From an optimization exercise on the open Yosys and OpenROAD flow, aimed at small area, a short achievable clock period and few clock cycles; shortcuts taken in it are not production practice.
Only simulation tests tie the RTL to the original design; equivalence was not proved.
No driver is modelled on the clock port, so clocking that relies on it looks cheaper here than on a real chip.

<file path="design/flow/run.sh">
#!/bin/bash
# synth_recipe.tcl (not shown) runs the flow's synth.tcl, then flattens the netlist and writes it again
# the make line also repeats each setting of config.mk as NAME=value (left out here)
make -C /OpenROAD-flow-scripts/flow DESIGN_CONFIG=/design/flow/config.mk WORK_HOME=/design/flow/orfs CLKGATE_MAP_FILE= SYNTH_SCRIPT=/design/flow/synth_recipe.tcl finish
</file>
<file path="design/flow/config.mk">
export PLATFORM = sky130hd
export DESIGN_NAME = motor_loop
export DESIGN_NICKNAME = motor_loop
export VERILOG_FILES = /design/flow/design.v
export SDC_FILE = /design/flow/constraint.sdc
export NUM_CORES = 4
export LEC_CHECK = 0
export ABC_AREA = 1
export CAP_MARGIN = 20
export CORE_MARGIN = 2
export CORE_UTILIZATION = 40
export CTS_BUF_LIST = sky130_fd_sc_hd__clkbuf_16
export CTS_CLUSTER_DIAMETER = 60
export CTS_CLUSTER_SIZE = 30
export SLEW_MARGIN = 20
</file>
<file path="design/flow/constraint.sdc">
create_clock -name core_clock -period 120.0 [get_ports {clk}]
set_input_delay 24.0000 -clock core_clock [delete_from_list [all_inputs] [get_ports {clk}]]
set_output_delay 24.0000 -clock core_clock [all_outputs]
set_load 0.01 [all_outputs]
</file>
<file path="design/flow/design.v">
module motor_loop (
    input  wire        clk,
    input  wire        rst,            
    input  wire        cmd_valid,
    output wire        cmd_ready,
    input  wire [3:0]  cmd_op,
    input  wire [7:0]  cmd_imm,
    input  wire [15:0] meas_current,   
    input  wire [15:0] meas_clicks,    
    input  wire [15:0] bus_voltage,    
    output reg         done,
    output reg  [6:0]  duty_a,
    output reg  [6:0]  duty_b,
    output reg  [7:0]  v_out           
);
    assign cmd_ready = 1'b1;
    function [23:0] add24(input [23:0] a, input [23:0] b, input ci);
        integer i;
        reg c;
        begin
            c = ci;
            for (i = 0; i < 24; i = i + 1) begin
                add24[i] = a[i] ^ b[i] ^ c;
                c = (a[i] & b[i]) | (c & (a[i] ^ b[i]));
            end
        end
    endfunction
    reg        a_v, rst_q;
    reg [3:0]  a_op;
    reg [7:0]  a_imm;
    reg [15:0] a_cur, a_clk, a_vb;
    always @(posedge clk) begin
        a_v   <= cmd_valid && !rst;
        rst_q <= rst;
        a_op  <= cmd_op;
        a_imm <= cmd_imm;
        a_cur <= meas_current;
        a_clk <= meas_clicks;
        a_vb  <= bus_voltage;
    end
    reg signed [7:0]  setpoint;
    reg        [1:0]  law;
    reg signed [16:0] last_error;
    reg signed [22:0] integral_error;
    reg signed [13:0] acc;
    reg        [1599:0] ring;         
    reg        [6:0]  fill;           
    reg               full;           
    reg        [22:0] ring_part;      
    reg op_setsp, op_setlaw, op_tick, op_direct, op_pd, op_pid, op_clim, op_plim, op_act;
    always @(*) begin
        {op_setsp, op_setlaw, op_tick, op_direct, op_pd, op_pid, op_clim, op_plim, op_act} = 9'd0;
        case (a_op)
            4'd0: op_setsp  = 1'b1;
            4'd1: op_setlaw = 1'b1;
            4'd2: op_tick   = 1'b1;
            4'd3: op_direct = 1'b1;
            4'd4: op_pd     = 1'b1;
            4'd5: op_pid    = 1'b1;
            4'd6: op_clim   = 1'b1;
            4'd7: op_plim   = 1'b1;
            4'd8: op_act    = 1'b1;
            default: ;
        endcase
    end
    wire imm_zero  = (a_imm == 8'd0);
    wire do_setsp  = a_v && op_setsp;
    wire do_setlaw = a_v && op_setlaw && a_imm[7:2] == 6'd0 && a_imm[1:0] != 2'd3;
    wire b_ex      = a_v && imm_zero;
    wire b_law     = op_tick || op_direct || op_pd || op_pid;
    wire use_pd    = op_pd  || (op_tick && law == 2'd1);
    wire use_pid   = op_pid || (op_tick && law == 2'd2);
    wire ring_we   = b_ex && (op_tick || op_plim);
    wire sp_big  = setpoint[7] ? (setpoint[6:0] < 7'd28)    
                               : (setpoint[6:0] > 7'd100);  
    wire neutral = (setpoint == 8'sd0) || sp_big;
    wire [16:0] e  = add24({{14{setpoint[7]}}, setpoint, 2'b00}, ~{{8{a_clk[15]}}, a_clk}, 1'b1);
    wire [18:0] e3 = add24({{7{e[16]}}, e}, {{6{e[16]}}, e, 1'b0}, 1'b0);
    wire [18:0] k2 = add24({{5{e3[18]}}, e3}, ~{{7{last_error[16]}}, last_error}, 1'b1);
    wire        ie_rnd = !integral_error[22] && (integral_error[5:0] != 6'd0);
    wire [22:0] ie_e = add24({integral_error[22], integral_error}, {{7{e[16]}}, e}, 1'b0);
    wire [22:0] ig   = add24({ie_e[22], ie_e}, ~{{7{integral_error[22]}}, integral_error[22:6]}, !ie_rnd);
    wire [22:0] base = use_pid ? ig : {{9{acc[13]}}, acc};
    wire [22:0] u    = add24({base[22], base}, {{4{k2[18]}}, k2, 1'b0}, 1'b0);
    wire        u_hi = !u[22] && (u[21:13] != 9'd0 || (u[12:6] == 7'h7f && u[5:0] != 6'd0));
    wire        u_lo =  u[22] && (u[21:13] != 9'h1ff || u[12:6] == 7'd0);
    wire [13:0] acc_n = u_hi ? 14'd8128 : u_lo ? -14'sd8128 : u[13:0];
    wire [7:0]  step_out   = neutral ? 8'd0 : acc_n[13:6];
    wire [7:0]  direct_out = (setpoint == -8'sd128) ? -8'sd127 : setpoint;
    wire [7:0]  law_out    = (use_pd || use_pid) ? step_out : direct_out;
    wire        law_upd    = b_ex && (use_pd || use_pid) && !neutral;
    wire [22:0] sum_n = add24({1'b0, ring_part}, {8'd0, a_cur}, 1'b0);
    reg  [20:0] dr;
    reg  [5:0]  dw, dd;
    reg  [15:0] avg;
    reg         dge;
    integer di;
    always @(*) begin
        dr = sum_n[22:2];
        for (di = 15; di >= 0; di = di - 1) begin
            dw  = dr[di+5 -: 6];
            dge = dw[5] | (dw[4] & dw[3] & (dw[2] | dw[1] | dw[0]));
            dd  = add24({18'd0, dw}, 24'd39, 1'b0);     
            avg[di] = dge;
            if (dge) dr[di+5 -: 6] = dd;
        end
    end
    wire [15:0] next_old = (full || fill == 7'd99) ? ring[1583:1568] : 16'd0;
    wire [22:0] part_n = add24({1'b0, sum_n}, ~{8'd0, next_old}, 1'b1);
    wire [6:0]  fill_n = add24({17'd0, fill}, 24'd1, 1'b0);
    always @(posedge clk) begin
        if (ring_we)
            ring <= {ring[1583:0], a_cur};
    end
    always @(posedge clk) begin
        if (rst_q) begin
            setpoint       <= 8'sd0;
            law            <= 2'd0;
            last_error     <= 17'sd0;
            integral_error <= 23'sd0;
            acc            <= 14'sd0;
            fill           <= 7'd0;
            full           <= 1'b0;
            ring_part      <= 23'd0;
        end else begin
            if (do_setsp)  setpoint <= a_imm;
            if (do_setlaw) law <= a_imm[1:0];
            if (law_upd) begin
                acc        <= acc_n;
                last_error <= e;
                if (use_pid) integral_error <= ig;
            end
            if (ring_we) begin
                ring_part <= part_n;
                if (!full) begin
                    fill <= fill_n;
                    if (fill == 7'd99) full <= 1'b1;
                end
            end
        end
    end
    reg        c_v, c_ex, c_law, c_clim, c_plim, c_act;
    reg [7:0]  c_x;
    reg [11:0] c_cur;
    reg        c_big;
    reg [15:0] c_vb, c_avg;
    always @(posedge clk) begin
        c_v    <= a_v && !rst;
        c_ex   <= b_ex && (b_law || op_clim || op_plim || op_act);
        c_law  <= b_law;
        c_clim <= op_tick || op_clim;
        c_plim <= op_tick || op_plim;
        c_act  <= op_tick || op_act;
        c_x    <= law_out;
        c_cur  <= a_cur[11:0];
        c_big  <= a_cur[15:12] != 4'd0;
        c_vb   <= a_vb;
        c_avg  <= avg;
    end
    reg        [10:0] corr_m;         
    reg        [2:0]  decay_counter;
    reg               ld_nz, ld_neg;  
    reg        [7:0]  v;              
    wire       ex      = c_v && c_ex;
    wire       clim_en = ex && c_clim;
    wire       plim_en = ex && c_plim;
    wire       act_en  = ex && c_act;
    wire [7:0] x0 = c_law ? c_x : v;
    wire       sx = x0[7];
    wire [6:0] ax = add24({17'd0, x0[6:0] ^ {7{sx}}}, 24'd0, sx);
    wire [12:0] wsum  = add24({13'd0, corr_m}, {12'd0, c_cur}, 1'b0);
    wire [13:0] w     = add24({11'd0, wsum}, 24'hfffe0c, 1'b0);     
    wire        w_neg = w[13] && !c_big;
    wire [10:0] dq    = add24({17'd0, ax}, ~{14'd0, w[13:4]}, 1'b1);  
    wire        sat   = c_big || dq[10] || dq == 11'd0;               
    wire [10:0] corr_n = w_neg ? 11'd0 : sat ? {ax, 4'd0} : w[10:0];
    wire [6:0]  m1 = (!clim_en || w_neg) ? ax : sat ? 7'd0 : dq[6:0];
    reg  [19:0] est_lo;
    reg         est_hi;
    integer pi;
    always @(*) begin
        est_lo = 20'd0;
        est_hi = 1'b0;
        for (pi = 0; pi < 16; pi = pi + 1) begin
            est_lo = add24({4'd0, est_lo}, {8'd0, c_avg[pi] ? (c_vb & (16'hffff >> pi)) : 16'd0} << pi, 1'b0);
            est_hi = est_hi | (c_avg[pi] & |(c_vb >> (16 - pi)));
        end
    end
    wire        est_gt = (est_lo[19:16] != 4'd0) ||
                         (est_lo[15] && (est_lo[14:13] != 2'd0 || (est_lo[12:10] == 3'b111 &&
                          (est_lo[9:7] != 3'd0 || (est_lo[6] && est_lo[5:0] != 6'd0)))));
    wire        trip  = est_hi || est_gt;
    wire        block = trip || (decay_counter != 3'd0);
    wire [6:0]  m2 = (plim_en && block) ? 7'd0 : m1;
    wire [2:0]  decay_dec = add24({21'd0, decay_counter}, 24'hffffff, 1'b0);
    wire        d_nz   = (m2 != 7'd0);
    wire        d_neg  = d_nz && sx;
    wire        dead   = (d_nz != ld_nz) || (d_neg != ld_neg);
    wire [7:0]  x_fin  = add24({16'd0, {1'b0, m2} ^ {8{d_neg}}}, 24'd0, d_neg);
    always @(posedge clk) begin
        if (rst_q) begin
            corr_m        <= 11'd0;
            decay_counter <= 3'd0;
            ld_nz         <= 1'b0;
            ld_neg        <= 1'b0;
            v             <= 8'd0;
        end else begin
            if (clim_en) corr_m <= corr_n;
            if (plim_en)
                decay_counter <= trip ? 3'd5 : (decay_counter != 3'd0) ? decay_dec : 3'd0;
            if (act_en) begin
                ld_nz  <= d_nz;
                ld_neg <= d_neg;
            end
            if (ex) v <= x_fin;
        end
    end
    always @(posedge clk) begin
        if (rst) begin
            duty_a <= 7'd0;
            duty_b <= 7'd0;
            v_out  <= 8'd0;
            done   <= 1'b0;
        end else begin
            done <= c_v;
            if (act_en) begin
                duty_a <= (!dead && d_nz && !sx) ? m2 : 7'd0;
                duty_b <= (!dead && d_neg) ? m2 : 7'd0;
            end
            if (ex) v_out <= x_fin;
        end
    end
endmodule
</file>
==> run notes, run 1 <==
GRT Residual Overflow - 0
Synth top area share - 70.7%
Min-delay worst type - flop to flop
Iteration-0 DRC Markers - 2478
Crit-path slowest cell - clkdlybuf4s50_1
Crit. End Element - primary output
Die height - 414 um
CP Launch Point - duty_a[2]$_SDFFE_PP0P_
Antenna violations before repair - 4
Startpoint of the worst hold path - a_vb[4]$_DFF_P_
Final min period - 25.66 ns
Longest Clk Path Bufs - 3
TritonCTS clock tree - built
Overall Global Routing Usage - 10.9%
Multi-input logic area - 0.0123 mm^2
Clk_skew - 0.0556 ns
Met3 Resource Use GR - 2.31%
Avg Inst Size Synth - 17.5 um^2
HPWL Detailed - 56400 um
Final Max Tran Viols - 0
CP Data Required Time - 96.00 ns
WS Path Type - flop to primary output
Vias/cell - 4.52
Number of global-route vias before repair - 27800
Setup TNS - 0 ns
Slew @ Worst Pin - 1.09 ns
Root Driver - clkbuf_16
Status - finished clean
Drt first pass iters - 5
Port bufs - 85
Mapped Nets - 4324
Crit-path max FO - 2
CP arrival - 1.66 ns
FFs w/ async S/R, synth - 0%
Reg-to-reg critical path startpoint - c_avg[1]$_DFF_P_
Final Non-Filler Cells - 6311
Vias post-DR - 28500
Clock Sinks - 1852
Met1 Use GR - 16.5%
Fin crit share - 21.4%
Post-Place Cells - 6090
Synth-to-Final Area Change - 12.0%
Slew Limit Headroom - 27.1%
M2 GR Usage - 15.9%
Pin count of the biggest net entering global routing - 212
Fmax - 39.0 MHz
Worst-path cell chain - clkdlybuf4s50_1
CP peak stage delay - 0.54 ns
Post-DRT Antenna Nets - 0
Synth area leaders - edfxtp_1 71%, dfxtp_1 8.0%, fa_1 7.9%
Synth area leader - edfxtp_1
First-pass GRT wire length - 151000 um
Post-Synthesis Cells - 3848
Gpl congestion - 0.795
FF+latch area - 0.0529 mm^2
IO Count - 87
Top FF cell, synth - edfxtp_1
Clock transition at the registers of the reported paths - 0.09 ns
Row count - 150
Max Cap Viol - 0
Share of cells above drive strength 1 - 8.36%
Delay-heaviest family, CP - buffers and inverters
# fillers - 14400
Die area - 0.171 mm^2
Wirelength per Cell - 14.9 um
Startpoint types - flop
Post-Syn Area - 0.0673 mm^2
Fin nets - 4479
Post-CTS Setup Inserts - 0
Final hold vios - 0
Core area - 0.167 mm^2
H-tree Lvls - 3
Quantity of gates resized following cts - 0
Synth unique cells - 49
RSZ-0062 raised after global routing - false
Post-Route WL - 94300 um
EDFF count, synth - 1584
Final setup vio count - 0
Clk Latency, worst-skew pair - 0.77 ns
Die Width - 414 um
Residual DRC - 0
Grt peak-use layer - met1
Number of CTS-inserted buffers - 115
Yosys warns - 1
Sequential area share after synthesis - 78.7%
CP Buf/Inv Count - 1
Starting Density - 40.3%
Synth Register Bits - 1852
Post-CTS Hold Fix Bufs - 0
==> registers in the layout, indices dropped and copies added, names as in the netlist, 14 cells and up <==
| register | count |
|---|---|
| ring | 1584 |
| integral_error | 23 |
| ring_part | 23 |
| last_error | 17 |
| a_clk | 16 |
| a_cur | 16 |
| a_vb | 16 |
| c_avg | 16 |
| c_vb | 16 |
| acc | 14 |
==> synth_stat cells, drive strengths merged, types with 2 or more instances <==
cell type  number
a211oi         10
a21oi         136
buf             3
clkbuf         64
clkinv          2
dfxtp         268
edfxtp       1584
fa            264
ha            149
inv           470
mux2i           7
nand2         494
nand3          77
nand3b          3
nand4          10
nor2           93
nor3           11
nor4            9
o211ai         10
o21a            4
o21ai         111
o22ai           4
o31ai           4
o41ai           2
or2             2
xnor2          16
xor2           28
==> metal layers <==
| metal | up-vias | part of all wire [%] | wire (um) |
|---|---|---|---|
| met5 | - | 0 | 0 |
| met4 | 0 | 2.2 | 2100 |
| met3 | 121 | 4.4 | 4160 |
| met2 | 349 | 43 | 40900 |
| met1 | 14300 | 50 | 47100 |
| li1 | 13700 | - | - |
==> worst paths after layout <==
path	to	slack (ns)	cells past startpoint
hold reg to reg	c_vb[4]$_DFF_P_	0.33	0
hold / removal	c_vb[4]$_DFF_P_	0.33	0
setup / recovery	duty_a[2]	94.34	1
setup reg to reg	v_out[6]$_SDFFE_PP0P_	100.99	61
==> logic make-up (layout without fill, tap and decap cells) <==
| kind of cell | count (synthesis) | count (layout) | synth area share (%) |
|---|---|---|---|
| xor+xnor | 44 | 44 | 0.584 |
| mux | 7 | 7 | 0.104 |
| buf+inv | 539 | 794 | 3.01 |
| fa+ha+maj | 413 | 413 | 10.6 |
| other cells | 1 | 5 | 0.00557 |
| flops | 1852 | 1852 | 78.7 |
| compound gates | 289 | 289 | 2.32 |
| simple gates | 703 | 703 | 4.67 |
==> cell usage in the layout (no fill, tap or decap), drive strengths merged, types with 93 or more instances in the layout <==
cell type	netlist	final
a21oi	136	136
clkbuf	64	116
dfxtp	268	268
edfxtp	1584	1584
fa	264	264
ha	149	149
inv	470	524
nand2	494	494
nor2	93	93
o21ai	111	111
==> layout make-up <==
type                       count  area share, %
multi-input combinational   1457           16.4
tap                         2204           3.66
sequential                  1852           70.2
inverter                     472           2.35
clock buffer                 116           3.85
timing repair buffer         105           1.40
clock inverter               101           2.09
antenna                        4         0.0133
==> through the flow <==
step                setup slack, ns  utilization, %  instance area, um^2  hold slack, ns
floorplan                     36.80               -                67300           0.310
global placement              94.71            42.4                70800           0.314
detailed placement            94.69            42.4                70800           0.313
CTS                           94.23            45.1                75300           0.333
global route                  94.23            45.1                75300           0.340
finish                        94.34            45.1                75300           0.331
Testbench counts, summed over its fixed seeds: cycles 32,016.
==> run 2, diff against run 1 <==
==> design/flow/flow/run.sh (new file) <==
#!/bin/bash
# Standard layout, except that the port buffers buffer_ports inserts
# (clkdlybuf4s50_1, a delay cell) are swapped for plain buffers after CTS.
set -euo pipefail
here=$(pwd)
res=$here/orfs/results/$FLOW_PLATFORM/motor_loop/base
bash standard.sh cts > $here/standard_cts.log 2>&1
openroad -no_init -exit $here/flow/port_buffers.tcl > $here/port_buffers.log 2>&1
bash standard.sh > $here/standard_finish.log 2>&1
test -f $here/out/final.def
==> design/flow/flow/port_buffers.tcl (new file) <==
# Swap the port buffers for plain buffers and re-legalise the placement.
set plat $::env(FLOW_HOME)/platforms/$::env(FLOW_PLATFORM)
set res [pwd]/orfs/results/$::env(FLOW_PLATFORM)/motor_loop/base
read_liberty $plat/lib/sky130_fd_sc_hd__tt_025C_1v80.lib
read_db $res/4_cts.odb
set n 0
foreach inst [[ord::get_db_block] getInsts] {
  set name [$inst getName]
  set m [[$inst getMaster] getName]
  if {$m ne "sky130_fd_sc_hd__clkdlybuf4s50_1"} { continue }
  if {![regexp {^(input|output)[0-9]+$} $name]} { continue }
  set fo 0
  foreach it [$inst getITerms] {
    if {[$it isOutputSignal]} {
      set net [$it getNet]
      if {$net ne "NULL"} { set fo [expr {[llength [$net getITerms]] + [llength [$net getBTerms]] - 1}] }
    }
  }
  set new [expr {$fo > 2 ? "sky130_fd_sc_hd__buf_2" : "sky130_fd_sc_hd__buf_1"}]
  if {[string match output* $name]} { set new sky130_fd_sc_hd__buf_2 }
  replace_cell [get_cells $name] $new
  incr n
}
puts "replaced $n port buffers"
detailed_placement
check_placement -verbose
write_db $res/4_cts.odb
==> design/flow/standard.sh (new file) <==
#!/bin/bash
# synth_recipe.tcl (not shown) runs the flow's synth.tcl, then flattens the netlist and writes it again
# the make line also repeats each setting of config.mk as NAME=value (left out here)
make -C /OpenROAD-flow-scripts/flow DESIGN_CONFIG=/design/flow/config.mk WORK_HOME=/design/flow/orfs CLKGATE_MAP_FILE= SYNTH_SCRIPT=/design/flow/synth_recipe.tcl "${@:-finish}"
removed: design/flow/run.sh
==> run 2 against run 1 <==
Against the previous run:
- first-iteration DRC count increased by 1.7%
- still clean on timing, DRC and antenna
- cell count about the same
- wire length increased by 0.19%
- clock skew down 0.0023 ns
- critical endpoint unchanged
- via count about the same
==> run notes, run 2 <==
Synth cell count leaders - 1584 x edfxtp_1, 455 x inv_1, 422 x nand2_1, 268 x dfxtp_1, 264 x fa_1
Share of cells above drive strength 1 - 9.02%
H-tree Lvls - 3
Slew Limit Headroom - 28.3%
Critical path depth - 1
Max reg flops - 1584
Synth-to-Final Area Change - 11.3%
Pin count of the biggest net entering global routing - 212
Overall Global Routing Usage - 11.0%
Crit-path max FO - 2
Fmax - 39.6 MHz
Commonest non-fill, non-tap cell in the layout - edfxtp_1
Most frequent cells in the layout - 1584 x edfxtp_1, 460 x inv_1, 422 x nand2_1
Crit-path slowest cell - dfxtp_1
Biggest regs - ring: 1584 flops, integral_error: 23 flops, ring_part: 23 flops
Top FF cell, synth - edfxtp_1
Synth area leaders - edfxtp_1 71%, dfxtp_1 8.0%, fa_1 7.9%
GRT Residual Overflow - 0
Post-route design area - 0.0749 mm^2
CP Data Required Time - 96.00 ns
CP Buf/Inv Count - 1
Post-CTS Hold Fix Bufs - 0
CP Capture Point - duty_a[2]
Core area - 0.167 mm^2
Quantity of gates resized following cts - 0
Clk Latency, worst-skew pair - 0.78 ns
Avg Inst Size Synth - 17.5 um^2
Port bufs - 85
CP Launch Point - duty_a[2]$_SDFFE_PP0P_
Synth area leader - edfxtp_1
CP peak stage delay - 0.35 ns
Fin Hold WS - 0.331 ns
Setup TNS - 0 ns
Final min period - 25.25 ns
Synth unique cells - 49
Worst-path cell chain - buf_2
Number of global-route vias before repair - 27900
Wirelength per Cell - 15.0 um
First-pass GRT wire length - 152000 um
Area post-placement - 0.0708 mm^2
Slew @ Worst Pin - 1.08 ns
Die area - 0.171 mm^2
Clock Sinks - 1852
Delay-heaviest family, CP - flip-flops
RSZ-0062 raised after global routing - false
Number of CTS-inserted buffers - 115
Crit. End Element - primary output
Final setup vio count - 0
Vias/cell - 4.52
EDFF count, synth - 1584
Fin crit share - 21.0%
Synth top area share - 70.7%
Yosys warns - 1
Vias post-DR - 28500
Min-delay worst type - flop to flop
Post-Synthesis Cells - 3848
Row count - 150
Most common cell in the synthesized netlist - edfxtp_1
Reg-to-reg endpoint - v[6]$_SDFFE_PP0P_
Longest Clk Path Bufs - 3
Post-Route WL - 94500 um
Cell count of the worst reg-to-reg path - 61
Final hold vios - 0
Max Cap Viol - 0
Synth Register Bits - 1852
Status - finished clean
CP arrival - 1.25 ns
Biggest register - ring
Clk_skew - 0.0533 ns
Root Driver - clkbuf_16
IO Count - 87
Final Max Tran Viols - 0
Sequential area share after synthesis - 78.7%
Gpl congestion - 0.795
Iteration-0 DRC Markers - 2519
HPWL Detailed - 56400 um
Antenna violations before repair - 4
Reg-to-reg critical path startpoint - c_avg[1]$_DFF_P_
Post-Syn Area - 0.0673 mm^2
WS Path Type - flop to primary output
Starting Density - 40.3%
FFs w/ async S/R, synth - 0%
Fin nets - 4479
TritonCTS clock tree - built
Die height - 414 um
Die Width - 414 um
Post-CTS Setup Inserts - 0
Mapped Nets - 4324
Residual DRC - 0
Startpoint types - flop
Clock transition at the registers of the reported paths - 0.09 ns
Drt first pass iters - 5
Post-DRT Antenna Nets - 0
Core Util, Final - 44.8%
-- run 2: cell counts after synthesis --
No cell type changed its count.
-- run 2: how the worst min path moves through the flow --
stage	start	endpoint	slack (ns)	depth (start not counted)
final	a_vb[4]$_DFF_P_	c_vb[4]$_DFF_P_	0.33	0
after global routing	a_vb[2]$_DFF_P_	c_vb[2]$_DFF_P_	0.34	0
after CTS	a_vb[5]$_DFF_P_	c_vb[5]$_DFF_P_	0.33	0
after detailed placement	a_vb[9]$_DFF_P_	c_vb[9]$_DFF_P_	0.31	0
after global placement	a_vb[3]$_DFF_P_	c_vb[3]$_DFF_P_	0.31	0
after floorplan	a_vb[0]$_DFF_P_	c_vb[0]$_DFF_P_	0.31	0
-- run 2: layer usage --
layer / vias up / routed length (um) / track usage [%]
met2: 335 / 41000 / 15.9
met5: - / 0 / 0
met3: 122 / 4200 / 2.31
li1: 13700 / - / -
met1: 14300 / 47200 / 16.6
met4: 0 / 2110 / 3.45
-- run 2: logic make-up after synthesis --
| family | after synthesis | share of synthesized area, % |
|---|---|---|
| buffers and inverters | 539 | 3.01 |
| and+or+nand+nor | 703 | 4.67 |
| AOI/OAI and AO/OA | 289 | 2.32 |
| adders and majority gates | 413 | 10.6 |
| xor gates and xnor gates | 44 | 0.584 |
| DFF | 1852 | 78.7 |
| muxes | 7 | 0.104 |
| other | 1 | 0.00557 |
-- run 2: layout make-up --
cell class,instances,area (um^2)
well taps,2204,2760
repair buffers,105,561
flip-flops and latches,1852,52900
clock inverters,101,1580
clock buffers,116,2900
fillers,14500,92200
multi-input cells,1457,12300
inverters,472,1770
diodes,5,12.5
-- run 2: stage by stage --
| stage | setup WS [ns] | cells |
|---|---|---|
| floorplan | 36.80 | 3848 |
| global placement | 94.71 | 6090 |
| detailed placement | 94.69 | 6090 |
| CTS | 94.23 | 6307 |
| global route | 94.64 | 6307 |
| finish | 94.75 | 6312 |
==> run 3, diff against run 2 <==
==> design/flow/flow/run.sh (replaced) <==
#!/bin/bash
# Standard layout with two changes:
#  - CTS without dummy load cells (clock_tree_synthesis -dont_use_dummy_load);
#  - the port buffers buffer_ports inserts (clkdlybuf4s50_1, a delay cell) are
#    swapped for plain buffers after CTS (flow/port_buffers.tcl).
set -euo pipefail
here=$(pwd)
cts_args="-sink_clustering_enable -repair_clock_nets -sink_clustering_size 35"
cts_args="$cts_args -sink_clustering_max_diameter 70 -buf_list sky130_fd_sc_hd__clkbuf_16"
cts_args="$cts_args -dont_use_dummy_load"
bash standard.sh cts "CTS_ARGS=$cts_args" > $here/standard_cts.log 2>&1
openroad -no_init -exit $here/flow/port_buffers.tcl > $here/port_buffers.log 2>&1
bash standard.sh > $here/standard_finish.log 2>&1
test -f $here/out/final.def
--- a/design/flow/config.mk
+++ b/design/flow/config.mk
@@ -8,8 +8,8 @@
 export ABC_AREA = 1
 export CAP_MARGIN = 20
 export CORE_MARGIN = 2
-export CORE_UTILIZATION = 40
+export CORE_UTILIZATION = 80
 export CTS_BUF_LIST = sky130_fd_sc_hd__clkbuf_16
-export CTS_CLUSTER_DIAMETER = 60
-export CTS_CLUSTER_SIZE = 30
+export CTS_CLUSTER_DIAMETER = 70
+export CTS_CLUSTER_SIZE = 35
 export SLEW_MARGIN = 20
==> run 3 against run 2 <==
Against the previous run:
- the run now fails in global routing (5_1_grt)
- synthesized cell count did not move
- synthesized area did not move
==> run notes, run 3 <==
Post-Place Cells - 4973
Overall Global Routing Usage - 45.9%
IO Count - 87
Post-Synthesis Cells - 3848
Post-CTS Hold Fix Bufs - 0
Mapped Nets - 4324
Last stage reached - global routing (5_1_grt)
Synth area leader - edfxtp_1
Post-CTS Setup Inserts - 0
Synth area leaders - edfxtp_1 71%, dfxtp_1 8.0%, fa_1 7.9%
Starting Density - 80.6%
Gpl congestion - 0.889
Status - did not finish
Clock Sinks - 1852
Synth top area share - 70.7%
HPWL Detailed - 97600 um
Number of CTS-inserted buffers - 68
Row count - 106
Avg Inst Size Synth - 17.5 um^2
Top FF cell, synth - edfxtp_1
Dpl ws - 94.64 ns
Die Width - 294 um
EDFF count, synth - 1584
Port bufs - 85
Yosys warns - 1
Synth Register Bits - 1852
GRT Residual Overflow - 18
Synth cell count leaders - 1584 x edfxtp_1, 455 x inv_1, 422 x nand2_1, 268 x dfxtp_1, 264 x fa_1
Pin count of the biggest net entering global routing - 98
Quantity of gates resized following cts - 0
Synth unique cells - 49
FFs w/ async S/R, synth - 0%
Tool error - [ERROR GRT-0116] Global routing finished with congestion. Check the congestion regions in the DRC Viewer.
Sequential area share after synthesis - 78.7%
Die height - 294 um
First-pass GRT wire length - 273000 um
Number of global-route vias before repair - 39300
Post-Syn Area - 0.0673 mm^2
Most common cell in the synthesized netlist - edfxtp_1
==> run 3: cell counts after synthesis <==
No cell type changed its count.
==> run 3: cell families after synthesis <==
kind of cell               synth area share (%)
DFF                                        78.7
and+or+nand+nor                            4.67
buffers and inverters                      3.01
adders and majority gates                  10.6
AOI/OAI and AO/OA                          2.32
xor gates and xnor gates                  0.584
muxes                                     0.104
other                                   0.00557
==> run 3: worst min-delay path by stage <==
stage,start,to,slack (ns),cells past startpoint
4_1_cts,a_vb[0]$_DFF_P_,c_vb[0]$_DFF_P_,0.32,0
3_5_place_dp,a_vb[15]$_DFF_P_,c_vb[15]$_DFF_P_,0.31,0
2_1_floorplan,a_vb[0]$_DFF_P_,c_vb[0]$_DFF_P_,0.31,0
3_3_place_gp,a_vb[9]$_DFF_P_,c_vb[9]$_DFF_P_,0.31,0
==> run 3: routing by layer <==
layer,overflow,global-route usage (%)
met5,2,13.8
met1,0,48.4
met3,2,26.2
met4,8,37.8
met2,6,65.6
==> run 3: stage by stage <==
step	instance area [um^2]	hold slack, ns
after floorplan	67300	0.310
after global placement	69400	0.312
after detailed placement	69400	0.314
after CTS	71100	0.320
==> run 4, diff against run 3 <==
--- a/design/flow/config.mk
+++ b/design/flow/config.mk
@@ -8,7 +8,7 @@
 export ABC_AREA = 1
 export CAP_MARGIN = 20
 export CORE_MARGIN = 2
-export CORE_UTILIZATION = 80
+export CORE_UTILIZATION = 65
 export CTS_BUF_LIST = sky130_fd_sc_hd__clkbuf_16
 export CTS_CLUSTER_DIAMETER = 70
 export CTS_CLUSTER_SIZE = 35
==> run 4 against run 3 <==
Against the previous run:
- the run now finishes clean
- synthesized cell count stayed put
- synthesized area stayed put
==> run notes, run 4 <==
CP Data Required Time - 96.00 ns
Gpl congestion - 0.819
Setup TNS - 0 ns
Clock transition at the registers of the reported paths - 0.11 ns
Crit-path slowest cell - dfxtp_1
WS Path Type - flop to primary output
Die height - 326 um
CP Launch Point - v_out[0]$_SDFFE_PP0P_
Synth unique cells - 49
Delay-heaviest family, CP - flip-flops
HPWL Detailed - 61600 um
Max reg flops - 1584
Pin count of the biggest net entering global routing - 213
# fillers - 6723
Iteration-0 DRC Markers - 2291
Area post-placement - 0.0698 mm^2
Commonest non-fill, non-tap cell in the layout - edfxtp_1
Wirelength per Cell - 18.9 um
Overall Global Routing Usage - 19.5%
First-pass GRT wire length - 161000 um
Quantity of gates resized following cts - 0
Synth-to-Final Area Change - 6.07%
FFs w/ async S/R, synth - 0%
CP Buf/Inv Count - 1
Synth area leader - edfxtp_1
Post-DRT Antenna Nets - 0
GRT Residual Overflow - 0
Share of cells above drive strength 1 - 6.17%
Synth area leaders - edfxtp_1 71%, dfxtp_1 8.0%, fa_1 7.9%
Crit-path max FO - 2
Final Max Tran Viols - 0
Post-Synthesis Cells - 3848
Clk Latency, worst-skew pair - 0.70 ns
Starting Density - 65.3%
Hold Path Sink - c_vb[0]$_DFF_P_
Core Util, Final - 69.2%
Drt first pass iters - 6
Number of CTS-inserted buffers - 81
Final hold vios - 0
Synth top area share - 70.7%
Cell count of the worst reg-to-reg path - 61
Clock Sinks - 1852
Fin Hold WS - 0.322 ns
Top FF cell, synth - edfxtp_1
Antenna violations before repair - 1
Biggest regs - ring: 1584 flops, integral_error: 23 flops, ring_part: 23 flops
Vias/cell - 5.33
Sequential area share after synthesis - 78.7%
Status - finished clean
Row count - 118
Die area - 0.106 mm^2
Slew @ Worst Pin - 1.09 ns
IO Count - 87
Mapped Nets - 4324
Post-CTS Hold Fix Bufs - 0
RSZ-0062 raised after global routing - false
Fin crit share - 21.0%
Min-delay worst type - flop to flop
Residual DRC - 0
Biggest register - ring
FF+latch area - 0.0529 mm^2
Clk_skew - 0.0890 ns
Post-route design area - 0.0714 mm^2
Post-Place Cells - 5270
Worst-path cell chain - buf_2
Post-CTS Setup Inserts - 0
Final min period - 25.18 ns
Number of global-route vias before repair - 29200
TritonCTS clock tree - built
Final setup vio count - 0
Startpoint types - flop
WHS Path Cells - 0
Port bufs - 85
CP arrival - 1.18 ns
EDFF count, synth - 1584
Final Non-Filler Cells - 5352
Yosys warns - 1
Fmax - 39.7 MHz
Startpoint of the worst hold path - a_vb[0]$_DFF_P_
Multi-input logic area - 0.0123 mm^2
Reg-to-reg critical path startpoint - c_avg[1]$_DFF_P_
Synth cell count leaders - 1584 x edfxtp_1, 455 x inv_1, 422 x nand2_1, 268 x dfxtp_1, 264 x fa_1
Max Cap Viol - 0
Fin nets - 4449
Post-Syn Area - 0.0673 mm^2
Crit. End Element - primary output
Synth Register Bits - 1852
Most frequent cells in the layout - 1584 x edfxtp_1, 454 x inv_1, 422 x nand2_1
Most common cell in the synthesized netlist - edfxtp_1
Vias post-DR - 28500
Core area - 0.103 mm^2
CP peak stage delay - 0.36 ns
Slew Limit Headroom - 27.5%
Post-Route WL - 101000 um
Avg Inst Size Synth - 17.5 um^2
Reg-to-reg endpoint - v[6]$_SDFFE_PP0P_
Die Width - 326 um
==> run 4: cell counts after synthesis <==
Identical to the previous run, type by type.
==> run 4: layout make-up <==
type,count,area share (%)
clock buffers,81,2.84
flip-flops and latches,1852,74.2
inverters,472,2.48
multi-input cells,1457,17.3
repair buffers,109,0.793
diodes,1,0.00351
well taps,1380,2.42
==> run 4: worst register-to-register path, delay by kind of cell (launching register included) <==
family	cells	cell delay, ns
adders and majority gates	37	14.54
and+or+nand+nor	10	1.79
AOI/OAI and AO/OA	6	1.14
DFF	1	0.79
buffers and inverters	6	0.46
xor gates and xnor gates	2	0.31
==> run 4: kinds of logic (layout without fill, tap and decap cells) <==
logic type,Yosys count,in the layout,share of synthesized area [%]
and+or+nand+nor,703,703,4.67
AOI/OAI and AO/OA,289,289,2.32
other,1,2,0.00557
muxes,7,7,0.104
buffers and inverters,539,662,3.01
xor gates and xnor gates,44,44,0.584
DFF,1852,1852,78.7
adders and majority gates,413,413,10.6
==> run 4: stage by stage <==
step                      worst slack, ns
after floorplan                     36.80
after global placement              94.61
after detailed placement            94.52
after CTS                           94.34
after global routing                94.77
final                               94.82
==> run 4: worst max path at each step <==
| stage | end | slack, ns | depth (start not counted) |
|---|---|---|---|
| floorplan | fill[6]$_SDFFE_PP0P_ | 36.80 | 8 |
| global placement | done$_SDFF_PP0_ | 94.61 | 2 |
| detailed placement | v_out[7]$_SDFFE_PP0P_ | 94.52 | 2 |
| CTS | v_out[0] | 94.34 | 1 |
| global route | v_out[0] | 94.77 | 1 |
| finish | v_out[0] | 94.82 | 1 |
==> run 4: layer usage <==
metal / part of all wire [%] / global-route usage (%) / up-vias
li1: - / - / 13500
met1: 47 / 29.6 / 14500
met2: 47 / 30.6 / 423
met3: 4.0 / 2.90 / 114
met4: 1.8 / 4.72 / 0
met5: 0 / 0 / -
==> run 5, diff against run 4 <==
--- a/design/flow/config.mk
+++ b/design/flow/config.mk
@@ -8,7 +8,7 @@
 export ABC_AREA = 1
 export CAP_MARGIN = 20
 export CORE_MARGIN = 2
-export CORE_UTILIZATION = 65
+export CORE_UTILIZATION = 40
 export CTS_BUF_LIST = sky130_fd_sc_hd__clkbuf_16
 export CTS_CLUSTER_DIAMETER = 70
 export CTS_CLUSTER_SIZE = 35
==> run 5 against run 4 <==
Against the previous run:
- still clean on timing, DRC and antenna
- die area grew 62%
- synthesized area is the same
- utilization shrank 26 points
- setup slack lost 0.023 ns
- critical path type unchanged
- highest routed layer unchanged
==> run notes, run 5 <==
HPWL Detailed - 56400 um
Clock transition at the registers of the reported paths - 0.08 ns
Port bufs - 85
Core area - 0.167 mm^2
Post-Place Cells - 6090
Iteration-0 DRC Markers - 2639
Number of global-route vias before repair - 27700
CP Data Required Time - 96.00 ns
Crit-path slowest cell - dfxtp_1
Final hold vios - 0
Post-Route WL - 94000 um
IO Count - 87
Quantity of gates resized following cts - 0
Sequential area share after synthesis - 78.7%
Synth Register Bits - 1852
Synth-to-Final Area Change - 8.39%
Yosys warns - 1
WHS Path Cells - 0
Clk_skew - 0.146 ns
Share of cells above drive strength 1 - 6.59%
Simple-gate share of the synthesized area - 4.67%
Residual DRC - 0
Max reg flops - 1584
Mapped Nets - 4324
Synth top area share - 70.7%
Die area - 0.171 mm^2
Mux cell area share after synthesis - 0.104%
Fin crit share - 21.0%
Post-DRT Antenna Nets - 0
Cell count of the worst reg-to-reg path - 61
Reg-to-reg critical path startpoint - c_avg[1]$_DFF_P_
Clock Sinks - 1852
Fmax - 39.7 MHz
Reg-to-reg endpoint - v_out[6]$_SDFFE_PP0P_
Post-route design area - 0.0729 mm^2
Adder-cell share of the synthesized area - 10.6%
Die Width - 414 um
Area post-placement - 0.0708 mm^2
Avg Inst Size Synth - 17.5 um^2
CP arrival - 1.20 ns
Row count - 150
Post-CTS Hold Fix Bufs - 0
CP peak stage delay - 0.34 ns
RSZ-0062 raised after global routing - false
Final setup vio count - 0
Fin Hold WS - 0.321 ns
Vias/cell - 4.57
Startpoint types - flop
TritonCTS clock tree - built
GRT Residual Overflow - 0
Synth Area in Compound Gates - 2.32%
Final Max Tran Viols - 0
Number of CTS-inserted buffers - 101
Final min period - 25.20 ns
Slew Limit Headroom - 25.1%
Fin nets - 4466
Status - finished clean
# fillers - 14600
Drt first pass iters - 5
Synth area leader - edfxtp_1
Biggest regs - ring: 1584 flops, integral_error: 23 flops, ring_part: 23 flops
EDFF count, synth - 1584
Top FF cell, synth - edfxtp_1
Min-delay worst type - flop to flop
Most common cell in the synthesized netlist - edfxtp_1
Synth area leaders - edfxtp_1 71%, dfxtp_1 8.0%, fa_1 7.9%
XOR/XNOR Fraction of Synth Area - 0.584%
Delay-heaviest family, CP - flip-flops
Post-CTS Setup Inserts - 0
Largest family of logic cells by synthesized area - adder cells
CP Buf/Inv Count - 1
Worst-path cell chain - buf_2
Vias post-DR - 28300
Post-Syn Area - 0.0673 mm^2
WS Path Type - flop to primary output
Gpl congestion - 0.795
CP Launch Point - v_out[7]$_SDFFE_PP0P_
Hold Path Sink - c_vb[2]$_DFF_P_
Synth unique cells - 49
Antenna violations before repair - 4
Slew @ Worst Pin - 1.12 ns
Biggest register - ring
Max Cap Viol - 0
Overall Global Routing Usage - 10.9%
Post-Synthesis Cells - 3848
FFs w/ async S/R, synth - 0%
Final Non-Filler Cells - 6195
Crit. End Element - primary output
Setup TNS - 0 ns
Most frequent cells in the layout - 1584 x edfxtp_1, 454 x inv_1, 422 x nand2_1
Wirelength per Cell - 15.2 um
Starting Density - 40.3%
Die height - 414 um
Pin count of the biggest net entering global routing - 212
Clk Latency, worst-skew pair - 0.78 ns
Crit-path max FO - 2
Synth cell count leaders - 1584 x edfxtp_1, 455 x inv_1, 422 x nand2_1, 268 x dfxtp_1, 264 x fa_1
First-pass GRT wire length - 151000 um
Startpoint of the worst hold path - a_vb[2]$_DFF_P_
Commonest non-fill, non-tap cell in the layout - edfxtp_1
[run 5: how the worst max path moves through the flow]
stage / to / slack [ns] / cells after the start
after floorplan: fill[6]$_SDFFE_PP0P_ / 36.80 / 8
after global placement: a_v$_DFF_P_ / 94.71 / 2
after detailed placement: done$_SDFF_PP0_ / 94.69 / 2
after CTS: v_out[0] / 94.30 / 1
after global routing: duty_a[4] / 94.71 / 1
final: v_out[7] / 94.80 / 1
[run 5: final cells by class]
cell class | count | area (um^2) | area share, %
diodes | 3 | 7.51 | 0.0103
repair buffers | 106 | 588 | 0.806
clock buffers | 101 | 2530 | 3.47
well taps | 2204 | 2760 | 3.78
multi-input cells | 1457 | 12300 | 16.9
flip-flops and latches | 1852 | 52900 | 72.6
inverters | 472 | 1770 | 2.43
[run 5: through the flow]
| step | utilization (%) | setup slack (ns) |
|---|---|---|
| after floorplan | - | 36.80 |
| after global placement | 42.4 | 94.71 |
| after detailed placement | 42.4 | 94.69 |
| after CTS | 43.9 | 94.30 |
| after global routing | 43.7 | 94.71 |
| final | 43.7 | 94.80 |
[run 5: logic make-up (layout without fill, tap and decap cells)]
group	count (synthesis)	count (layout)
compound gates	289	289
xor+xnor	44	44
fa+ha+maj	413	413
buf+inv	539	679
flops	1852	1852
mux	7	7
other cells	1	4
simple gates	703	703
[run 5: routing by layer]
layer / vias up / global-route usage [%] / share of wire [%]
met5: - / 0 / 0
met4: 0 / 3.41 / 2.2
met3: 124 / 2.08 / 4.1
met2: 317 / 15.9 / 43
met1: 14300 / 16.6 / 50
li1: 13600 / - / -
==> run 6, diff against run 5 <==
--- a/design/flow/flow/run.sh
+++ b/design/flow/flow/run.sh
@@ -1,10 +1,17 @@
 #!/bin/bash
-# Standard layout with two changes:
+# Standard layout with three changes:
+#  - synthesis maps with a stronger area script for ABC (flow/abc_area.script,
+#    used through a copy of ORFS's scripts folder; everything else in
+#    synthesis is the standard one, so the registers are the same);
 #  - CTS without dummy load cells (clock_tree_synthesis -dont_use_dummy_load);
 #  - the port buffers buffer_ports inserts (clkdlybuf4s50_1, a delay cell) are
 #    swapped for plain buffers after CTS (flow/port_buffers.tcl).
 set -euo pipefail
 here=$(pwd)
+rm -rf $here/scripts_abc
+cp -r $FLOW_HOME/scripts $here/scripts_abc
+cp $here/flow/abc_area.script $here/scripts_abc/abc_area.script
+bash standard.sh synth "SCRIPTS_DIR=$here/scripts_abc" > $here/standard_synth.log 2>&1
 cts_args="-sink_clustering_enable -repair_clock_nets -sink_clustering_size 35"
 cts_args="$cts_args -sink_clustering_max_diameter 70 -buf_list sky130_fd_sc_hd__clkbuf_16"
 cts_args="$cts_args -dont_use_dummy_load"
==> design/flow/flow/abc_area.script (new file) <==
strash
dc2
strash
dch -f
map -a
topo
stime -c
--- a/design/flow/config.mk
+++ b/design/flow/config.mk
@@ -8,7 +8,7 @@
 export ABC_AREA = 1
 export CAP_MARGIN = 20
 export CORE_MARGIN = 2
-export CORE_UTILIZATION = 40
+export CORE_UTILIZATION = 65
 export CTS_BUF_LIST = sky130_fd_sc_hd__clkbuf_16
 export CTS_CLUSTER_DIAMETER = 70
 export CTS_CLUSTER_SIZE = 35
==> run 6 against run 5 <==
Against the previous run:
- still clean on timing, DRC and antenna
- non-clock buffer count up 7
- register-to-register slack worse by 2.9 ns
- die area is 39% lower
- critical path type unchanged
- first-iteration DRC count decreased by 7.1%
- sequential share of layout area grew 2.4 points
- global-route usage grew 7.4 points
- cell count shrank 17%
- utilization grew 26 points
- synthesized area down 1.7%
==> run notes, run 6 <==
Antenna Cells - 0
Synth-to-Final Area Change - 6.68%
WS Path Type - flop to primary output
CP arrival - 1.14 ns
Synth unique cells - 38
Overall Global Routing Usage - 18.4%
Crit. End Element - primary output
Post-Syn Area - 0.0661 mm^2
Die Width - 323 um
Final Max Tran Viols - 0
HPWL Detailed - 59000 um
Max Cap Viol - 0
Gpl congestion - 0.880
Fin crit share - 21.0%
Wirelength per Cell - 18.3 um
RSZ-0062 raised after global routing - false
Simple-gate share of the synthesized area - 3.36%
Reg-to-reg critical path startpoint - a_cur[0]$_DFF_P_
Number of global-route vias before repair - 27600
Drt first pass iters - 6
Final min period - 25.14 ns
Clk Latency, worst-skew pair - 0.69 ns
Number of CTS-inserted buffers - 84
Synth cell count leaders - 1584 x edfxtp_1, 386 x clkinv_1, 268 x dfxtp_1, 264 x fa_1, 242 x nor2_1
Worst-path cell chain - buf_2
Antenna violations before repair - 2
Synth Area in Compound Gates - 2.67%
Top FF cell, synth - edfxtp_1
First-pass GRT wire length - 149000 um
Quantity of gates resized following cts - 0
Setup TNS - 0 ns
Slew Limit Headroom - 30.9%
Final setup vio count - 0
Starting Density - 65.3%
Biggest register - ring
Post-route design area - 0.0706 mm^2
Delay-heaviest family, CP - flip-flops
Fin nets - 4259
Fmax - 39.8 MHz
Synth area leaders - edfxtp_1 72%, dfxtp_1 8.1%, fa_1 8.0%
Crit-path max FO - 2
Vias post-DR - 28000
Yosys warns - 1
Iteration-0 DRC Markers - 2451
XOR/XNOR Fraction of Synth Area - 0.794%
Min-delay worst type - flop to flop
Crit-path slowest cell - dfxtp_1
Post-CTS Setup Inserts - 0
Adder-cell share of the synthesized area - 10.8%
Synth area leader - edfxtp_1
Avg Inst Size Synth - 18.5 um^2
Sequential area share after synthesis - 80.0%
Synth top area share - 71.9%
GRT Residual Overflow - 0
CP Data Required Time - 96.00 ns
Slew @ Worst Pin - 1.03 ns
Max reg flops - 1584
Pin count of the biggest net entering global routing - 209
Startpoint types - flop
IO Count - 87
Startpoint of the worst hold path - a_vb[3]$_DFF_P_
Post-Route WL - 94400 um
Most common cell in the synthesized netlist - edfxtp_1
Largest family of logic cells by synthesized area - adder cells
Vias/cell - 5.43
Residual DRC - 0
Area post-placement - 0.0689 mm^2
Die height - 323 um
Post-Synthesis Cells - 3585
EDFF count, synth - 1584
Share of cells above drive strength 1 - 4.13%
Commonest non-fill, non-tap cell in the layout - edfxtp_1
TritonCTS clock tree - built
Mux cell area share after synthesis - 0.136%
FFs w/ async S/R, synth - 0%
Clock Sinks - 1852
Final hold vios - 0
CP peak stage delay - 0.35 ns
Biggest regs - ring: 1584 flops, integral_error: 23 flops, ring_part: 23 flops
Mapped Nets - 4061
Post-DRT Antenna Nets - 0
Synth Register Bits - 1852
Clock transition at the registers of the reported paths - 0.11 ns
CP Launch Point - v_out[1]$_SDFFE_PP0P_
Most frequent cells in the layout - 1584 x edfxtp_1, 386 x clkinv_1, 268 x dfxtp_1
Core area - 0.101 mm^2
Clk_skew - 0.0713 ns
CP Buf/Inv Count - 1
Row count - 117
Port bufs - 85
Post-CTS Hold Fix Bufs - 0
Die area - 0.104 mm^2
Status - finished clean
-- run 6: path summary, 6_finish.rpt --
| kind | end | cells after the start |
|---|---|---|
| setup / recovery | v_out[1] | 1 |
| hold / removal | c_vb[3]$_DFF_P_ | 0 |
| setup reg to reg | c_avg[0]$_DFF_P_ | 103 |
| hold reg to reg | c_vb[3]$_DFF_P_ | 0 |
-- run 6: cell families (layout without fill, tap and decap cells) --
kind of cell             Yosys count  in the layout
other                              1              1
multiplexers                       9              9
flip-flops                      1852           1852
XOR/XNOR                          60             60
AO/OA/AOI/OAI                    313            313
buffers and inverters            387            583
adder cells (fa/ha/maj)          413            413
AND/OR/NAND/NOR                  550            550
-- run 6: cell type report --
cell class                      instances  area (um^2)
Clock buffer                           84         2100
Fill cell                            6529        30700
Inverter                              386         1450
Multi-Input combinational cell       1346        11800
Sequential cell                      1852        52900
Tap cell                             1368         1710
Timing Repair Buffer                  113          597
-- run 6: through the flow --
step	utilization [%]	setup WS [ns]	hold slack (ns)	instances
2_1_floorplan	-	15.21	0.310	3585
3_5_place_dp	68.1	94.47	0.312	5065
3_3_place_gp	68.1	94.57	0.311	5065
5_1_grt	69.7	94.78	0.311	5149
6_report	69.7	94.86	0.307	5149
4_1_cts	70.1	94.39	0.306	5149
-- run 6: layer usage --
metal	vias to the layer above	part of all wire [%]	GRT usage [%]
met3	164	3.7	2.45
met4	0	2.5	5.43
met5	-	0	0
met2	497	44	27.4
li1	13100	-	-
met1	14200	50	29.0
==> run 7, diff against run 6 <==
==> design/flow/flow/abc_area.script (replaced) <==
strash
dc2
strash
dch -f
amap
topo
stime -c
==> run 7 against run 6 <==
Against the previous run:
- register-to-register slack got worse by 2.2 ns
- non-clock buffer count decreased by 6
- first-iteration DRC count decreased by 1.6%
- clock skew decreased by 0.0012 ns
- die area decreased by 0.48%
- critical path type unchanged
==> run notes, run 7 <==
Slew @ Worst Pin - 1.06 ns
Clk_skew - 0.0701 ns
RSZ-0062 raised after global routing - false
Drt first pass iters - 7
Starting Density - 65.6%
Avg Inst Size Synth - 19.0 um^2
Most common cell in the synthesized netlist - edfxtp_1
Fin crit share - 21.0%
Startpoint of the worst hold path - a_vb[9]$_DFF_P_
Status - finished clean
Share of cells above drive strength 1 - 3.72%
IO Count - 87
Post-Synthesis Cells - 3463
HPWL Detailed - 55300 um
Top FF cell, synth - edfxtp_1
TritonCTS clock tree - built
Worst-path cell chain - buf_2
Post-CTS Setup Inserts - 0
EDFF count, synth - 1584
Post-route design area - 0.0702 mm^2
Antenna violations before repair - 0
Die Width - 322 um
Startpoint types - flop
Synth top area share - 72.3%
Max Cap Viol - 0
Residual DRC - 0
Adder-cell share of the synthesized area - 10.9%
Core Util, Final - 70.0%
Overall Global Routing Usage - 17.6%
Clock Sinks - 1852
Iteration-0 DRC Markers - 2412
Synth cell count leaders - 1584 x edfxtp_1, 356 x clkinv_1, 269 x nor2_1, 268 x dfxtp_1, 264 x fa_1
GRT Residual Overflow - 0
Final hold vios - 0
Synth area leader - edfxtp_1
Number of CTS-inserted buffers - 83
Vias post-DR - 27800
Biggest register - ring
Post-DRT Antenna Nets - 0
Crit-path slowest cell - dfxtp_1
Crit. End Element - primary output
Final Max Tran Viols - 0
Crit-path max FO - 2
Simple-gate share of the synthesized area - 2.92%
Number of global-route vias before repair - 27400
Commonest non-fill, non-tap cell in the layout - edfxtp_1
Synth Register Bits - 1852
Vias/cell - 5.54
Gpl congestion - 0.856
CP Buf/Inv Count - 1
Final setup vio count - 0
Hold Path Sink - c_vb[9]$_DFF_P_
Yosys warns - 1
Synth-to-Final Area Change - 6.62%
Synth Area in Compound Gates - 3.73%
Post-Route WL - 90300 um
Reg-to-reg critical path startpoint - a_cur[1]$_DFF_P_
Mapped Nets - 3939
Area post-placement - 0.0686 mm^2
Final Non-Filler Cells - 5011
Row count - 116
CP peak stage delay - 0.36 ns
Most frequent cells in the layout - 1584 x edfxtp_1, 356 x clkinv_1, 267 x nor2_1, 267 x dfxtp_1, 264 x fa_1
Clock transition at the registers of the reported paths - 0.09 ns
Core area - 0.100 mm^2
Delay-heaviest family, CP - flip-flops
Clk Latency, worst-skew pair - 0.68 ns
Synth unique cells - 44
Mux cell area share after synthesis - 0%
Max reg flops - 1584
Setup TNS - 0 ns
XOR/XNOR Fraction of Synth Area - 0.0266%
Post-Syn Area - 0.0658 mm^2
Fin Hold WS - 0.327 ns
CP arrival - 1.16 ns
Wirelength per Cell - 18.0 um
Die area - 0.104 mm^2
Quantity of gates resized following cts - 0
Largest family of logic cells by synthesized area - adder cells
Fin nets - 4130
Synth area leaders - edfxtp_1 72%, dfxtp_1 8.2%, fa_1 8.0%
Die height - 322 um
Final min period - 25.16 ns
FFs w/ async S/R, synth - 0%
Reg-to-reg endpoint - c_avg[0]$_DFF_P_
Cell count of the worst reg-to-reg path - 88
Port bufs - 85
Post-CTS Hold Fix Bufs - 0
Min-delay worst type - flop to flop
Slew Limit Headroom - 29.1%
Biggest regs - ring: 1584 flops, integral_error: 23 flops, ring_part: 23 flops
Post-Place Cells - 4926
CP Data Required Time - 96.00 ns
WHS Path Cells - 0
Sequential area share after synthesis - 80.4%
First-pass GRT wire length - 144000 um
Fmax - 39.8 MHz
WS Path Type - flop to primary output
Pin count of the biggest net entering global routing - 206
==> run 7: changes by cell type after synthesis, moves of 21 or more <==
| cell | change |
|---|---|
| o21ai_0 | -50 |
| nor2_1 | +27 |
| clkinv_1 | -30 |
| o22ai_1 | +48 |
| xnor2_1 | -21 |
| nand2_1 | -130 |
| xor2_1 | -37 |
| a21oi_1 | -21 |
==> run 7: how the worst max path moves through the flow <==
stage,start,to,slack (ns),depth (start not counted)
2_1_floorplan,a_imm[2]$_DFF_P_,fill[1]$_SDFFE_PP0P_,14.84,9
3_3_place_gp,rst,done$_SDFF_PP0_,94.59,2
3_5_place_dp,rst,duty_b[3]$_SDFFE_PP0P_,94.48,2
4_1_cts,duty_a[5]$_SDFFE_PP0P_,duty_a[5],94.37,1
5_1_grt,a_cur[1]$_DFF_P_,c_avg[0]$_DFF_P_,93.51,88
6_report,duty_a[5]$_SDFFE_PP0P_,duty_a[5],94.84,1
==> run 7: kinds of logic (layout without fill, tap and decap cells) <==
family                     Yosys count  in the layout
other                                1              3
xor gates and xnor gates             2              2
adders and majority gates          413            413
and+or+nand+nor                    462            462
AOI/OAI and AO/OA                  376            376
DFF                               1852           1852
buffers and inverters              357            546
==> run 7: final cells by class <==
class	count	area, um^2
clock buffer	83	2080
sequential	1852	52900
fill	6383	30100
inverter	356	1340
multi-input combinational	1254	11600
timing repair buffer	107	569
tap	1357	1700
antenna	2	5.00
==> run 7: metal layers <==
metal	track usage, %	vias to the layer above	routed length [um]
met5	0	-	0
met1	27.6	14100	44500
met2	26.7	507	40300
met4	4.51	0	2080
li1	-	13000	-
met3	2.60	138	3430
==> run 7: metrics by stage <==
stage | setup WS [ns]
2_1_floorplan | 14.84
3_3_place_gp | 94.59
3_5_place_dp | 94.48
4_1_cts | 94.37
5_1_grt | 93.51
6_report | 94.84
==> run 8, diff against run 7 <==
==> design/flow/flow/run.sh (replaced) <==
#!/bin/bash
# Standard layout with three changes:
#  - synthesis leaves adders to ABC (no full/half-adder cell extraction) and
#    maps with an area-oriented ABC script (flow/abc_area.script, used through
#    a copy of ORFS's scripts folder); flip-flop mapping is the standard one,
#    so the registers are the same;
#  - CTS without dummy load cells (clock_tree_synthesis -dont_use_dummy_load);
#  - the port buffers buffer_ports inserts (clkdlybuf4s50_1, a delay cell) are
#    swapped for plain buffers after CTS (flow/port_buffers.tcl).
set -euo pipefail
here=$(pwd)
rm -rf $here/scripts_abc
cp -r $FLOW_HOME/scripts $here/scripts_abc
cp $here/flow/abc_area.script $here/scripts_abc/abc_area.script
bash standard.sh synth "SCRIPTS_DIR=$here/scripts_abc" "ADDER_MAP_FILE=" > $here/standard_synth.log 2>&1
cts_args="-sink_clustering_enable -repair_clock_nets -sink_clustering_size 35"
cts_args="$cts_args -sink_clustering_max_diameter 70 -buf_list sky130_fd_sc_hd__clkbuf_16"
cts_args="$cts_args -dont_use_dummy_load"
bash standard.sh cts "CTS_ARGS=$cts_args" > $here/standard_cts.log 2>&1
openroad -no_init -exit $here/flow/port_buffers.tcl > $here/port_buffers.log 2>&1
bash standard.sh > $here/standard_finish.log 2>&1
test -f $here/out/final.def
==> design/flow/flow/abc_area.script (replaced) <==
strash
dc2
strash
dch -f
map -a
topo
stime -c
==> run 8 against run 7 <==
Against the previous run:
- flip-flop and latch count did not move
- cell count is 22% higher
- critical path depth unchanged
- clock-buffer cell count shrank 2
- sequential share of layout area is 1.2 points lower
- largest cell class unchanged
==> run notes, run 8 <==
GRT Residual Overflow - 0
Clk_skew - 0.112 ns
Synth area leaders - edfxtp_1 71%, dfxtp_1 8.0%, nand2_1 3.4%
Core area - 0.102 mm^2
Final Non-Filler Cells - 6129
Top FF cell, synth - edfxtp_1
Iteration-0 DRC Markers - 2668
Row count - 117
Synth-to-Final Area Change - 6.48%
Crit-path slowest cell - dfxtp_1
Number of CTS-inserted buffers - 81
CP Data Required Time - 96.00 ns
Gpl congestion - 0.845
RSZ-0062 raised after global routing - false
Final hold vios - 0
CP peak stage delay - 0.35 ns
Quantity of gates resized following cts - 0
# fillers - 6917
Post-CTS Setup Inserts - 0
Vias post-DR - 32800
Most common cell in the synthesized netlist - edfxtp_1
CP Buf/Inv Count - 1
CP arrival - 1.17 ns
Die height - 325 um
Sequential area share after synthesis - 79.1%
Synth Register Bits - 1852
First-pass GRT wire length - 157000 um
Number of global-route vias before repair - 30200
Crit-path max FO - 2
Slew Limit Headroom - 26.3%
Starting Density - 65.6%
Post-Synthesis Cells - 4571
Area post-placement - 0.0697 mm^2
Avg Inst Size Synth - 14.6 um^2
Synth cell count leaders - 1584 x edfxtp_1, 609 x nand2_1, 503 x nor2_1, 351 x clkinv_1, 268 x dfxtp_1
Clock transition at the registers of the reported paths - 0.11 ns
Residual DRC - 0
Post-route design area - 0.0713 mm^2
Fmax - 39.7 MHz
Post-Route WL - 99100 um
Overall Global Routing Usage - 18.5%
Max Cap Viol - 0
Post-Syn Area - 0.0670 mm^2
Final setup vio count - 0
Delay-heaviest family, CP - flip-flops
WS Path Type - flop to primary output
Min-delay worst type - flop to flop
Post-CTS Hold Fix Bufs - 0
Clock Sinks - 1852
HPWL Detailed - 60400 um
Final min period - 25.17 ns
Final Max Tran Viols - 0
FFs w/ async S/R, synth - 0%
Synth unique cells - 43
Yosys warns - 1
Die Width - 325 um
Fin crit share - 21.0%
Setup TNS - 0 ns
Commonest non-fill, non-tap cell in the layout - edfxtp_1
Die area - 0.106 mm^2
Synth area leader - edfxtp_1
IO Count - 87
TritonCTS clock tree - built
Wirelength per Cell - 16.2 um
Vias/cell - 5.36
Antenna violations before repair - 1
Clk Latency, worst-skew pair - 0.67 ns
Worst-path cell chain - buf_2
Port bufs - 85
Fin Hold WS - 0.326 ns
Crit. End Element - primary output
Biggest register - ring
Share of cells above drive strength 1 - 5.13%
Drt first pass iters - 8
Most frequent cells in the layout - 1584 x edfxtp_1, 609 x nand2_1, 500 x nor2_1
Mapped Nets - 4634
Status - finished clean
Synth top area share - 71.0%
EDFF count, synth - 1584
Slew @ Worst Pin - 1.11 ns
Startpoint types - flop
Post-Place Cells - 6045
Fin nets - 4824
Max reg flops - 1584
Post-DRT Antenna Nets - 0
Biggest regs - ring: 1584 flops, integral_error: 23 flops, ring_part: 23 flops
Pin count of the biggest net entering global routing - 211
-- run 8: cell types whose count changed after synthesis, sizes merged, moves of 109 or more --
cell   previous run  this run
nand2           100       609
fa              264         0
xor2              2       260
nor2            269       503
ha              149         0
o21ai            59       203
xnor2             0       109
-- run 8: worst paths after layout --
| kind | slack, ns | start | end | cells after the start |
|---|---|---|---|---|
| max reg2reg | 101.20 | a_cur[0]$_DFF_P_ | c_avg[0]$_DFF_P_ | 137 |
| max | 94.83 | duty_b[2]$_SDFFE_PP0P_ | duty_b[2] | 1 |
| min reg2reg | 0.33 | a_vb[8]$_DFF_P_ | c_vb[8]$_DFF_P_ | 0 |
| min | 0.33 | a_vb[8]$_DFF_P_ | c_vb[8]$_DFF_P_ | 0 |
-- run 8: per-layer routing --
layer,vias to the layer above,track usage (%),wire length [um]
met5,-,0,0
met4,0,5.29,2420
met3,140,2.18,3430
met2,460,27.4,42500
met1,15800,29.6,50800
li1,16400,-,-
-- run 8: kinds of logic (layout without fill, tap and decap cells) --
logic type / count (synthesis) / in the layout / share of synthesized area [%]
flip-flops: 1852 / 1852 / 79.1
adder cells (fa/ha/maj): 65 / 65 / 0.972
AO/OA/AOI/OAI: 508 / 508 / 4.17
AND/OR/NAND/NOR: 1423 / 1423 / 8.98
buffers and inverters: 352 / 540 / 1.98
multiplexers: 1 / 1 / 0.0149
other: 1 / 3 / 0.00560
XOR/XNOR: 369 / 369 / 4.83
-- run 8: layout make-up --
| type | instances | area (um^2) | share of cell area, % |
|---|---|---|---|
| Timing Repair Buffer | 108 | 588 | 0.825 |
| Antenna cell | 2 | 5.00 | 0.00702 |
| Multi-Input combinational cell | 2367 | 12700 | 17.8 |
| Clock buffer | 81 | 2030 | 2.84 |
| Tap cell | 1368 | 1710 | 2.40 |
| Inverter | 351 | 1320 | 1.85 |
| Sequential cell | 1852 | 52900 | 74.2 |
-- run 8: stage by stage --
stage	setup WS, ns	utilization, %
final	94.83	69.9
after global routing	94.76	69.9
after CTS	94.35	70.3
after detailed placement	94.65	68.3
after global placement	94.70	68.3
after floorplan	35.73	-

-- re-timing with driven ports --
Ports are ideal in the flow. The routed layouts listed here were re-timed in OpenROAD.
Step 1: set_driving_cell puts a clkbuf_16 on clk and a buf_2 on each other input, an assumption about the parent block.
Step 2, shift: input delay + t, output delay - t, t = (earliest + latest rising clock arrival at the registers) / 2. This alone moves slack from input paths to output paths.
a / b / c = ideal / step 1 / step 2; a / b = the first two.
| run | t (ns) | setup WS [ns] | pins driven straight from the clock port |
|---|---|---|---|
| run 1 | 0.828 | 94.337 / 94.260 / 94.666 | 1 |
| run 2 | 0.827 | 94.749 / 94.671 / 95.378 | 1 |
| run 4 | 0.724 | 94.822 / 94.754 / 95.276 | 1 |
| run 5 | 0.777 | 94.799 / 94.725 / 95.348 | 1 |
| run 6 | 0.719 | 94.859 / 94.788 / 95.260 | 1 |
| run 7 | 0.720 | 94.844 / 94.773 / 95.212 | 1 |
| run 8 | 0.704 | 94.832 / 94.762 / 95.372 | 1 |
After both steps every run listed still meets setup and hold.
